This is an optimization exercise on Yosys and OpenROAD, whose aim is small area, not a production implementation. Function was checked by simulation only, so behaviour that the tests miss may differ from the original. No activity file was given, so power comes from the tool's default toggle rates.

==> flow/design.v (excerpt) <==
module colmux_scan(clk_scan, rst_scan_n, row_i, wave_i, ack_t_i, ser_o, srclk_o, rclk_o, sstat_o, req_t_o, bundle_o);
Size in the first run: roughly 680 cells after synthesis, about 230 flip-flops, about 75 I/O pins.
==> flow/config.mk <==
export PLATFORM = sky130hd
export DESIGN_NAME = colmux_scan
export DESIGN_NICKNAME = colmux_scan
export VERILOG_FILES = /design/flow/design.v
export SDC_FILE = /design/flow/constraint.sdc
export NUM_CORES = 4
export LEC_CHECK = 0
export ABC_AREA = 1
export CAP_MARGIN = 20
export CORE_MARGIN = 2
export CORE_UTILIZATION = 40
export SLEW_MARGIN = 20
==> flow/constraint.sdc <==
create_clock -name core_clock -period 10.0 [get_ports {clk_scan}]
set_input_delay 2.0000 -clock core_clock [delete_from_list [all_inputs] [get_ports {clk_scan}]]
set_output_delay 2.0000 -clock core_clock [all_outputs]
set_load 0.01 [all_outputs]
standard.sh (not shown) runs the stock make flow with config.mk's settings and CLKGATE_MAP_FILE= SYNTH_SCRIPT=/design/flow/synth_recipe.tcl, a recipe that flattens the netlist after the stock synthesis.
==> flow/flow/run.sh <==
#!/bin/bash
# Standard layout, with three changes: every combinational cell starts from
# its smallest drive after floorplan (flow/downsize.tcl; repair_design later
# upsizes or buffers where needed), a leaner clock tree (clkbuf_4 clusters of
# at most 10 sinks, no dummy loads) and the smallest buffer on each port.
# Logs: flow.log here and ORFS's own logs under orfs/logs/.
set -euo pipefail
bash standard.sh \
  "POST_FLOORPLAN_TCL=$PWD/flow/downsize.tcl" \
  "CTS_ARGS=-sink_clustering_enable -repair_clock_nets -sink_clustering_size 10 -sink_clustering_max_diameter 50 -buf_list sky130_fd_sc_hd__clkbuf_4 -dont_use_dummy_load" \
  "BUFFER_PORTS_ARGS=-buffer_cell sky130_fd_sc_hd__buf_1" \
  finish > flow.log 2>&1
==> flow/flow/downsize.tcl <==
# Run after floorplan (POST_FLOORPLAN_TCL): give every combinational cell the
# smallest drive strength of its family. Timing has ample slack at this
# period; placement's repair_design then restores drive wherever slew,
# capacitance or fanout call for it. Registers and clock cells are left alone.
set db [ord::get_db]
set block [ord::get_db_block]
set dont_use $::env(DONT_USE_CELLS)
set swapped 0
set saved 0
foreach inst [$block getInsts] {
  set master [$inst getMaster]
  set name [$master getName]
  if {![regexp {^(sky130_fd_sc_hd__[a-z0-9]+?)_([0-9]+)$} $name -> base drive]} { continue }
  if {[regexp {__(df|edf|sdf|dl|tap|fill|decap|conb|clk|lpflow|probe)} $base]} { continue }
  set best $master
  set best_area [expr {[$master getWidth] * [$master getHeight]}]
  foreach d {0 1 2 3 4 6 8 12 16} {
    set cand_name ${base}_$d
    if {[lsearch -exact $dont_use $cand_name] >= 0} { continue }
    set cand [$db findMaster $cand_name]
    if {$cand eq "NULL"} { continue }
    set a [expr {[$cand getWidth] * [$cand getHeight]}]
    if {$a < $best_area} {
      set best $cand
      set best_area $a
    }
  }
  if {$best ne $master} {
    set saved [expr {$saved + [$master getWidth] * [$master getHeight] - $best_area}]
    $inst swapMaster $best
    incr swapped
  }
}
puts "downsize: $swapped cells swapped to their smallest drive, [expr {$saved / 1e6}] um2 saved"
Edit:
==> flow/flow/run.sh (replaced) <==
#!/bin/bash
# Standard layout, with four changes:
# - synthesis is the standard flow's own, but extract_fa is skipped and ABC maps with an
#   area-oriented script
#   (flow/synth.tcl, flow/abc_amap.script);
# - every combinational cell starts from its smallest drive after floorplan
#   (flow/downsize.tcl; repair_design later upsizes or buffers where needed);
# - a leaner clock tree (clkbuf_4 clusters of at most 10 sinks within 80 um,
#   no dummy loads);
# - the smallest buffer on each port.
# Logs: flow.log here and ORFS's own logs under orfs/logs/.
set -euo pipefail
bash standard.sh \
  "SYNTH_SCRIPT=$PWD/flow/synth.tcl" \
  "POST_FLOORPLAN_TCL=$PWD/flow/downsize.tcl" \
  "CTS_ARGS=-sink_clustering_enable -repair_clock_nets -sink_clustering_size 10 -sink_clustering_max_diameter 80 -buf_list sky130_fd_sc_hd__clkbuf_4 -dont_use_dummy_load" \
  "BUFFER_PORTS_ARGS=-buffer_cell sky130_fd_sc_hd__buf_1" \
  finish > flow.log 2>&1
==> flow/flow/abc_amap.script (new file) <==
strash
dch -f
amap
mfs3 -ae
topo
==> flow/flow/synth.tcl (new file) <==
# The standard synthesis (synth_recipe.tcl in the work folder, run
# unchanged), except for the combinational mapping: Yosys's extract_fa (which
# pulls XOR/AND pairs out as half/full adder cells before ABC sees them) is
# skipped, and ABC maps with an area-oriented script (abc_amap.script beside
# this file) instead of ORFS's abc_area/abc_speed script. Registers are
# mapped before ABC runs, so their names and cell types are those of the
# standard synthesis.
set flow_dir [file dirname [file normalize [info script]]]
set ::amap_script [file join $flow_dir abc_amap.script]
proc abc {args} {
  set i [lsearch -exact $args -script]
  if {$i >= 0 && [regexp {abc_(area|speed)\.script$} [lindex $args [expr {$i + 1}]]]} {
    lset args [expr {$i + 1}] $::amap_script
    puts "flow/synth.tcl: ABC script replaced by $::amap_script"
  }
  yosys abc {*}$args
}
proc extract_fa {args} {
  puts "flow/synth.tcl: extract_fa skipped"
}
source [file join [file dirname $flow_dir] synth_recipe.tcl]
CORE_UTILIZATION = 80   (was 40)
Outcome: The new run went through all stages and came out clean; fmax came out lower by 20%; global-route usage came out higher by 21 points; routed wire length came out higher by 24%; core utilization came out higher by 43 points; worst setup slack got worse by 1.2 ns; via count came out higher by 6.5%; count of clock-buffer cells in the layout came out lower by 1; clock power stays flat; cell area came out lower by 6.1%.
Edit:
==> flow/flow/run.sh (replaced) <==
#!/bin/bash
# Standard layout, with four changes:
# - synthesis is the standard flow's own, but ABC maps with an area-oriented script
#   (flow/synth.tcl, flow/abc_amap.script);
# - every combinational cell starts from its smallest drive after floorplan
#   (flow/downsize.tcl; repair_design later upsizes or buffers where needed);
# - a leaner clock tree (clkbuf_4 clusters of at most 10 sinks, no dummy loads);
# - the smallest buffer on each port.
# Logs: flow.log here and ORFS's own logs under orfs/logs/.
set -euo pipefail
bash standard.sh \
  "SYNTH_SCRIPT=$PWD/flow/synth.tcl" \
  "POST_FLOORPLAN_TCL=$PWD/flow/downsize.tcl" \
  "CTS_ARGS=-sink_clustering_enable -repair_clock_nets -sink_clustering_size 9 -sink_clustering_max_diameter 45 -buf_list sky130_fd_sc_hd__clkbuf_4 -dont_use_dummy_load" \
  "BUFFER_PORTS_ARGS=-buffer_cell sky130_fd_sc_hd__buf_1" \
  finish > flow.log 2>&1
==> flow/flow/abc_amap.script (replaced) <==
strash
dch -f
amap
topo
==> flow/flow/synth.tcl (replaced) <==
# The standard synthesis (synth_recipe.tcl in the work folder, run
# unchanged), except that ABC maps the combinational logic with an
# area-oriented script (abc_amap.script beside this file) instead of ORFS's
# abc_area/abc_speed script. Registers are mapped before ABC runs, so their
# names and cell types are those of the standard synthesis.
set flow_dir [file dirname [file normalize [info script]]]
set ::amap_script [file join $flow_dir abc_amap.script]
proc abc {args} {
  set i [lsearch -exact $args -script]
  if {$i >= 0 && [regexp {abc_(area|speed)\.script$} [lindex $args [expr {$i + 1}]]]} {
    lset args [expr {$i + 1}] $::amap_script
    puts "flow/synth.tcl: ABC script replaced by $::amap_script"
  }
  yosys abc {*}$args
}
source [file join [file dirname $flow_dir] synth_recipe.tcl]
CORE_UTILIZATION = 40   (was 80)
Outcome:
- maximum frequency goes down by 1.9%
- sequential cell count does not change
- die area goes up by 99%
Edit:
--- a/flow/flow/run.sh
+++ b/flow/flow/run.sh
@@ -2,3 +2,4 @@
 # Standard layout, with four changes:
-# - synthesis is the standard flow's own, but ABC maps with an area-oriented script
+# - synthesis is the standard flow's own, but extract_fa is skipped and ABC maps with an
+#   area-oriented script
 #   (flow/synth.tcl, flow/abc_amap.script);
@@ -13,3 +14,3 @@
   "POST_FLOORPLAN_TCL=$PWD/flow/downsize.tcl" \
-  "CTS_ARGS=-sink_clustering_enable -repair_clock_nets -sink_clustering_size 9 -sink_clustering_max_diameter 45 -buf_list sky130_fd_sc_hd__clkbuf_4 -dont_use_dummy_load" \
+  "CTS_ARGS=-sink_clustering_enable -repair_clock_nets -sink_clustering_size 10 -sink_clustering_max_diameter 80 -buf_list sky130_fd_sc_hd__clkbuf_4 -dont_use_dummy_load" \
   "BUFFER_PORTS_ARGS=-buffer_cell sky130_fd_sc_hd__buf_1" \
==> flow/flow/synth.tcl (replaced) <==
# The standard synthesis (synth_recipe.tcl in the work folder, run
# unchanged), except for the combinational mapping: Yosys's extract_fa (which
# pulls XOR/AND pairs out as half/full adder cells before ABC sees them) is
# skipped, and ABC maps with an area-oriented script (abc_amap.script beside
# this file) instead of ORFS's abc_area/abc_speed script. Registers are
# mapped before ABC runs, so their names and cell types are those of the
# standard synthesis.
set flow_dir [file dirname [file normalize [info script]]]
set ::amap_script [file join $flow_dir abc_amap.script]
proc abc {args} {
  set i [lsearch -exact $args -script]
  if {$i >= 0 && [regexp {abc_(area|speed)\.script$} [lindex $args [expr {$i + 1}]]]} {
    lset args [expr {$i + 1}] $::amap_script
    puts "flow/synth.tcl: ABC script replaced by $::amap_script"
  }
  yosys abc {*}$args
}
proc extract_fa {args} {
  puts "flow/synth.tcl: extract_fa skipped"
}
source [file join [file dirname $flow_dir] synth_recipe.tcl]
CORE_UTILIZATION = 65   (was 40)
What happened:
- synthesized area shrinks slightly
- register-to-register slack is worse by 0.17 ns
- utilization grows by 27 points
- sequential power hardly moves
- fmax grows by a few percent
- clock power shrinks by a little under a tenth
- global-route usage grows by 6.5 points

* * *

Another version of the RTL of colmux_scan (not shown whole).
Size in the first run: ~570 cells after synthesis, roughly 75 I/O pins, ~0.0083 mm2 of cells after synthesis.
==> flow/config.mk <==
export PLATFORM = sky130hd
export DESIGN_NAME = colmux_scan
export DESIGN_NICKNAME = colmux_scan
export VERILOG_FILES = /design/flow/design.v
export SDC_FILE = /design/flow/constraint.sdc
export NUM_CORES = 4
export LEC_CHECK = 0
export ABC_AREA = 1
export CAP_MARGIN = 0
export CORE_MARGIN = 2
export CORE_UTILIZATION = 65
export SLEW_MARGIN = 0
==> flow/constraint.sdc <==
create_clock -name core_clock -period 10.0 [get_ports {clk_scan}]
set_input_delay 2.0000 -clock core_clock [delete_from_list [all_inputs] [get_ports {clk_scan}]]
set_output_delay 2.0000 -clock core_clock [all_outputs]
set_load 0.01 [all_outputs]
==> flow/flow/run.sh <==
#!/bin/bash
# Standard layout, with four changes:
# - synthesis is the standard flow's own, but extract_fa is skipped and ABC maps with an
#   area-oriented script
#   (flow/synth.tcl, flow/abc_amap.script);
# - every combinational cell starts from its smallest drive after floorplan
#   (flow/downsize.tcl; repair_design later upsizes or buffers where needed);
# - a leaner clock tree (clkbuf_4 clusters of at most 10 sinks within 80 um,
#   no dummy loads);
# - the smallest buffer on each port.
# Logs: flow.log here and ORFS's own logs under orfs/logs/.
set -euo pipefail
bash standard.sh \
  "SYNTH_SCRIPT=$PWD/flow/synth.tcl" \
  "POST_FLOORPLAN_TCL=$PWD/flow/downsize.tcl" \
  "CTS_ARGS=-sink_clustering_enable -repair_clock_nets -sink_clustering_size 10 -sink_clustering_max_diameter 80 -buf_list sky130_fd_sc_hd__clkbuf_4 -dont_use_dummy_load" \
  "BUFFER_PORTS_ARGS=-buffer_cell sky130_fd_sc_hd__buf_1" \
  finish > flow.log 2>&1
==> flow/flow/abc_amap.script <==
strash
dch -f
amap
mfs3 -ae
topo
==> flow/flow/synth.tcl <==
# The standard synthesis (synth_recipe.tcl in the work folder, run
# unchanged), except for the combinational mapping: Yosys's extract_fa (which
# pulls XOR/AND pairs out as half/full adder cells before ABC sees them) is
# skipped, and ABC maps with an area-oriented script (abc_amap.script beside
# this file) instead of ORFS's abc_area/abc_speed script. Registers are
# mapped before ABC runs, so their names and cell types are those of the
# standard synthesis.
set flow_dir [file dirname [file normalize [info script]]]
set ::amap_script [file join $flow_dir abc_amap.script]
proc abc {args} {
  set i [lsearch -exact $args -script]
  if {$i >= 0 && [regexp {abc_(area|speed)\.script$} [lindex $args [expr {$i + 1}]]]} {
    lset args [expr {$i + 1}] $::amap_script
    puts "flow/synth.tcl: ABC script replaced by $::amap_script"
  }
  yosys abc {*}$args
}
proc extract_fa {args} {
  puts "flow/synth.tcl: extract_fa skipped"
}
source [file join [file dirname $flow_dir] synth_recipe.tcl]
Scripts as last shown in full above: flow/flow/downsize.tcl
Then changed:
CAP_MARGIN = 20   (was 0)
SLEW_MARGIN = 20   (was 0)
After rerunning:
- The changed run passed the timing, design-rule and antenna checks
- final area does not change
- synthesized cell count stays the same
- synthesized area does not change
- worst hold slack does not change
- worst setup slack does not change
- global-route usage is unchanged
- clock-buffer cell count is unchanged
Then changed:
--- a/flow/flow/run.sh
+++ b/flow/flow/run.sh
@@ -3,3 +3,3 @@
-# - synthesis is the standard flow's own, but extract_fa is skipped and ABC maps with an
-#   area-oriented script
-#   (flow/synth.tcl, flow/abc_amap.script);
+# - synthesis is the standard flow's own, except for the combinational mapping: no quick
+#   ABC pass inside Yosys's synth, no extract_fa, and ABC maps with an
+#   area-oriented script (flow/synth.tcl, flow/abc_amap.script);
==> flow/flow/synth.tcl (replaced) <==
# The standard synthesis (the commands of synth_recipe.tcl, around ORFS's
# synth.tcl), with three changes to the combinational mapping only:
# - Yosys's synth runs with -noabc (no quick ABC pass on generic gates);
# - Yosys's extract_fa is skipped (it would pull XOR/AND pairs out as
#   half/full adder cells before ABC sees them);
# - ABC maps with an area-oriented script (abc_amap.script beside this file)
#   instead of ORFS's abc_area/abc_speed script.
# fsm and share stay off, and registers are mapped before ABC runs, so their
# names and cell types are those of the standard synthesis.
set flow_dir [file dirname [file normalize [info script]]]
set ::amap_script [file join $flow_dir abc_amap.script]
proc abc {args} {
  set i [lsearch -exact $args -script]
  if {$i >= 0 && [regexp {abc_(area|speed)\.script$} [lindex $args [expr {$i + 1}]]]} {
    lset args [expr {$i + 1}] $::amap_script
    puts "flow/synth.tcl: ABC script replaced by $::amap_script"
  }
  yosys abc {*}$args
}
proc extract_fa {args} {
  puts "flow/synth.tcl: extract_fa skipped"
}
proc synth {args} { yosys synth -nofsm -noshare -noabc {*}$args }
source $::env(SCRIPTS_DIR)/synth.tcl
# left out here: clear keep_hierarchy, flatten, clean up, hide names made inside functions, write 1_2_yosys.v
Effect: Hold slack gets better by 14 ps; routed wire length barely changes; first-iteration DRC count climbs by about 24%; total power is about the same; setup slack gets better by 19 ps.

* * *

job 6608:
colmux_scan with an RTL version that a note above also has.
For scale: ~570 cells after synthesis, roughly 230 flip-flops, about 75 I/O pins, roughly 8300 sq um of cells after synthesis.
==> flow/design.v (excerpt) <==
module colmux_scan(clk_scan, rst_scan_n, row_i, wave_i, ack_t_i, ser_o, srclk_o, rclk_o, sstat_o, req_t_o, bundle_o);
  input clk_scan;
  wire clk_scan;
  input rst_scan_n;
  wire rst_scan_n;
  input [4:0] row_i;
  wire [4:0] row_i;
  input [2:0] wave_i;
  wire [2:0] wave_i;
  input ack_t_i;
  wire ack_t_i;
  output ser_o;
  reg ser_o;
  output srclk_o;
  reg srclk_o;
  output rclk_o;
  reg rclk_o;
  output [15:0] sstat_o;
  wire [15:0] sstat_o;
  output req_t_o;
  reg req_t_o;
  output [43:0] bundle_o;
  wire [43:0] bundle_o;
  wire _0_;
  wire _100_;
  wire _101_;
  wire _102_;
  wire _103_;
  wire _104_;
  wire _105_;
  wire _106_;
  wire _107_;
  wire _108_;
  wire _109_;
  wire _10_;
  wire _110_;
  wire _111_;
  wire _112_;
  wire _113_;
  wire _114_;
  wire _115_;
  wire _116_;
  wire _117_;
  wire _118_;
  wire _119_;
  wire _11_;
  wire _120_;
  wire _121_;
  wire _122_;
  wire _123_;
  wire _124_;
  wire _125_;
  wire _126_;
  wire _127_;
  wire _128_;
  wire _129_;
  wire _12_;
  wire _130_;
  wire _131_;
  wire _132_;
  wire _133_;
  wire _134_;
  wire _135_;
  wire _136_;
  wire _137_;
  wire _138_;
  wire _139_;
  wire _13_;
  wire _140_;
  wire _141_;
  wire _142_;
  wire _143_;
  wire _144_;
  wire _145_;
  wire _146_;
  wire _147_;
  wire _148_;
  wire _149_;
  wire _14_;
  wire _150_;
  wire _151_;
  wire _152_;
  wire _153_;
  wire _154_;
  wire _155_;
  wire _156_;
  wire _157_;
  wire _158_;
  wire _159_;
  wire _15_;
  wire _160_;
  wire _161_;
  wire _162_;
  wire _163_;
  wire _164_;
  wire _165_;
  wire _166_;
  wire _167_;
  wire _168_;
  wire _169_;
  wire _16_;
  wire _170_;
  wire _171_;
  wire _172_;
  wire _173_;
  wire _174_;
  wire _175_;
  wire _176_;
  wire _177_;
  wire _178_;
  wire _179_;
  wire _17_;
  wire _180_;
  wire _181_;
  wire _182_;
  wire _183_;
  wire _184_;
  wire _185_;
  wire _186_;
  wire _187_;
  ...
clock: 10.0 ns
lec_check: 0
abc_area: 1
cap_margin: 20
core_margin: 2
core_utilization: 65
slew_margin: 20
==> flow/flow/run.sh <==
#!/bin/bash
# Standard layout, with four changes:
# - synthesis is the standard flow's own, but extract_fa is skipped and ABC maps with an
#   area-oriented script
#   (flow/synth.tcl, flow/abc_amap.script);
# - every combinational cell starts from its smallest drive after floorplan
#   (flow/downsize.tcl; repair_design later upsizes or buffers where needed);
# - a leaner clock tree (clkbuf_4 clusters of at most 10 sinks, no dummy loads);
# - the smallest buffer on each port.
# Logs: flow.log here and ORFS's own logs under orfs/logs/.
set -euo pipefail
bash standard.sh \
  "SYNTH_SCRIPT=$PWD/flow/synth.tcl" \
  "POST_FLOORPLAN_TCL=$PWD/flow/downsize.tcl" \
  "CTS_ARGS=-sink_clustering_enable -repair_clock_nets -sink_clustering_size 20 -sink_clustering_max_diameter 40 -buf_list sky130_fd_sc_hd__clkbuf_8 -dont_use_dummy_load" \
  "BUFFER_PORTS_ARGS=-buffer_cell sky130_fd_sc_hd__buf_1" \
  finish > flow.log 2>&1
==> flow/flow/abc_amap.script <==
strash
dch -f
amap
topo
==> flow/flow/synth.tcl <==
# The standard synthesis (synth_recipe.tcl in the work folder, run
# unchanged), except for the combinational mapping: Yosys's extract_fa (which
# pulls XOR/AND pairs out as half/full adder cells before ABC sees them) is
# skipped, and ABC maps with an area-oriented script (abc_amap.script beside
# this file) instead of ORFS's abc_area/abc_speed script. Registers are
# mapped before ABC runs, so their names and cell types are those of the
# standard synthesis.
set flow_dir [file dirname [file normalize [info script]]]
set ::amap_script [file join $flow_dir abc_amap.script]
proc abc {args} {
  set i [lsearch -exact $args -script]
  if {$i >= 0 && [regexp {abc_(area|speed)\.script$} [lindex $args [expr {$i + 1}]]]} {
    lset args [expr {$i + 1}] $::amap_script
    puts "flow/synth.tcl: ABC script replaced by $::amap_script"
  }
  yosys abc {*}$args
}
proc extract_fa {args} {
  puts "flow/synth.tcl: extract_fa skipped"
}
source [file join [file dirname $flow_dir] synth_recipe.tcl]
Scripts as last shown in full above: flow/flow/downsize.tcl
The flow did not stop early for job 6608: all stages ran, and the layout cleared the timing, design-rule and antenna checks.
Modified inputs, job 2724 compared to job 6608
--- a/flow/flow/run.sh
+++ b/flow/flow/run.sh
@@ -15 +15 @@
-  "CTS_ARGS=-sink_clustering_enable -repair_clock_nets -sink_clustering_size 20 -sink_clustering_max_diameter 40 -buf_list sky130_fd_sc_hd__clkbuf_8 -dont_use_dummy_load" \
+  "CTS_ARGS=-sink_clustering_enable -repair_clock_nets -sink_clustering_size 6 -sink_clustering_max_diameter 30 -buf_list sky130_fd_sc_hd__clkbuf_2 -dont_use_dummy_load" \
Findings:
Job 2724: no failed stages, no open violations at the end. Taking job 6608 as the reference, in job 2724 slew at the pin closest to its max-slew limit closely matched the old numbers; headroom to the max-slew limit held steady; met3 usage rose 2.7 points. Diff job 6608 -> job 2724 | power density of the placed cells | decrease of 4.3%.
> inputs changed (job 2724 -> job 9810)
--- a/flow/flow/run.sh
+++ b/flow/flow/run.sh
@@ -15 +15 @@
-  "CTS_ARGS=-sink_clustering_enable -repair_clock_nets -sink_clustering_size 6 -sink_clustering_max_diameter 30 -buf_list sky130_fd_sc_hd__clkbuf_2 -dont_use_dummy_load" \
+  "CTS_ARGS=-sink_clustering_enable -repair_clock_nets -sink_clustering_size 12 -sink_clustering_max_diameter 35 -buf_list sky130_fd_sc_hd__clkbuf_4 -dont_use_dummy_load" \
Notes after the runs:
Sort job 2724 and job 9810 by relative area change from synthesis to final layout, ascending, and job 2724 comes first.
Taking job 2724 as the reference, in job 9810 share of the clock period used by the worst path decreased by 2.2 points relative to the old numbers, share of total power consumed by net switching fell 1.5 points, non-clock buffer share of cell area level, power density of the placed cells picked up an extra about 0.9%.
Higher clock network area share among job 2724 and job 9810: job 9810
In job 9810 relative to job 2724, clock-buffer cell count had gone down by more than a quarter.
The inputs of job 3569 differ from those of job 9810 as listed below.
--- a/flow/flow/run.sh
+++ b/flow/flow/run.sh
@@ -15 +15 @@
-  "CTS_ARGS=-sink_clustering_enable -repair_clock_nets -sink_clustering_size 12 -sink_clustering_max_diameter 35 -buf_list sky130_fd_sc_hd__clkbuf_4 -dont_use_dummy_load" \
+  "CTS_ARGS=-sink_clustering_enable -repair_clock_nets -sink_clustering_size 9 -sink_clustering_max_diameter 45 -buf_list sky130_fd_sc_hd__clkbuf_4 -dont_use_dummy_load" \
--- a/flow/config.mk
+++ b/flow/config.mk
@@ -11 +11 @@
-export CORE_UTILIZATION = 65
+export CORE_UTILIZATION = 40
Results
- The higher post-route worst setup slack came out of job 9810.
- Job 3569 reports a higher layout overhead on the synthesized area than job 9810 does.
- The clock latency reported for the late side of the worst-skew pair reported for job 3569 is greater than that of job 9810 by 0.08 ns.
- Diff job 9810 -> job 3569: number of clock-tree buffers in the layout now sits lower, count of buffer and inverter cells on the critical path now sits higher, max-cap violation count now sits at about the same level, non-clock buffer area fraction after layout now sits at about the same level, share of the final layout cell area in multi-input gates now sits lower.
- On wire length, job 3569 does worse than job 9810.
- | fraction of power consumed by sequential logic | job 3569 vs job 9810 | 0.7 points higher |
- Relative to job 9810, global-route wire length before repair increased by 6.2% in job 3569.

[afterwards: timing with drivers on the ports]
No port has a modelled driver above. Below, the same layouts with a new extraction and two added sets of constraints. Step 1: set_driving_cell puts a clkbuf_16 on clk_scan and a buf_2 on each other input, an assumption about the parent block. Step 2 moves the port delays by t, midway between the first and last clock arrival at a register: inputs arrive t later, outputs are due t later. That takes back most of the time a late clock gives input paths. a / b / c = ideal ports / drivers / drivers and shift; a / b = the first two.
run | shift t [ns] | setup WS [ns] | worst hold slack (ns) | clock arrival spread, ns
the first run of note 1 | 0.657 | 5.057 / 5.021 / 5.679 | 0.334 / 0.334 / 0.334 | 0.081 / 0.081
the second run of note 1 | 0.615 | 3.847 / 3.812 / 4.426 | 0.321 / 0.321 / 0.321 | 0.065 / 0.065
the third run of note 1 | 0.664 | 3.729 / 3.695 / 4.359 | 0.336 / 0.336 / 0.336 | 0.075 / 0.075
the fourth run of note 1 | 0.629 | 3.982 / 3.951 / 4.580 | 0.343 / 0.343 / 0.343 | 0.058 / 0.058
the first run of note 2 | 0.623 | 3.689 / 3.657 / 4.279 | 0.315 / 0.315 / 0.315 | 0.091 / 0.091
the second run of note 2 | 0.623 | 3.689 / 3.657 / 4.279 | 0.315 / 0.315 / 0.315 | 0.091 / 0.091
the third run of note 2 | 0.619 | 3.708 / 3.677 / 4.296 | 0.329 / 0.329 / 0.329 | 0.056 / 0.056
job 6608 | 0.533 | 4.120 / 4.083 / 4.616 | 0.340 / 0.340 / 0.340 | 0.061 / 0.061
job 2724 | 0.740 | 3.824 / 3.791 / 4.531 | 0.336 / 0.336 / 0.336 | 0.089 / 0.088
job 9810 | 0.579 | 4.041 / 4.008 / 4.587 | 0.345 / 0.345 / 0.345 | 0.065 / 0.065
job 3569 | 0.659 | 3.832 / 3.798 / 4.457 | 0.334 / 0.334 / 0.334 | 0.049 / 0.049
After both steps setup and hold are still met in every run listed.
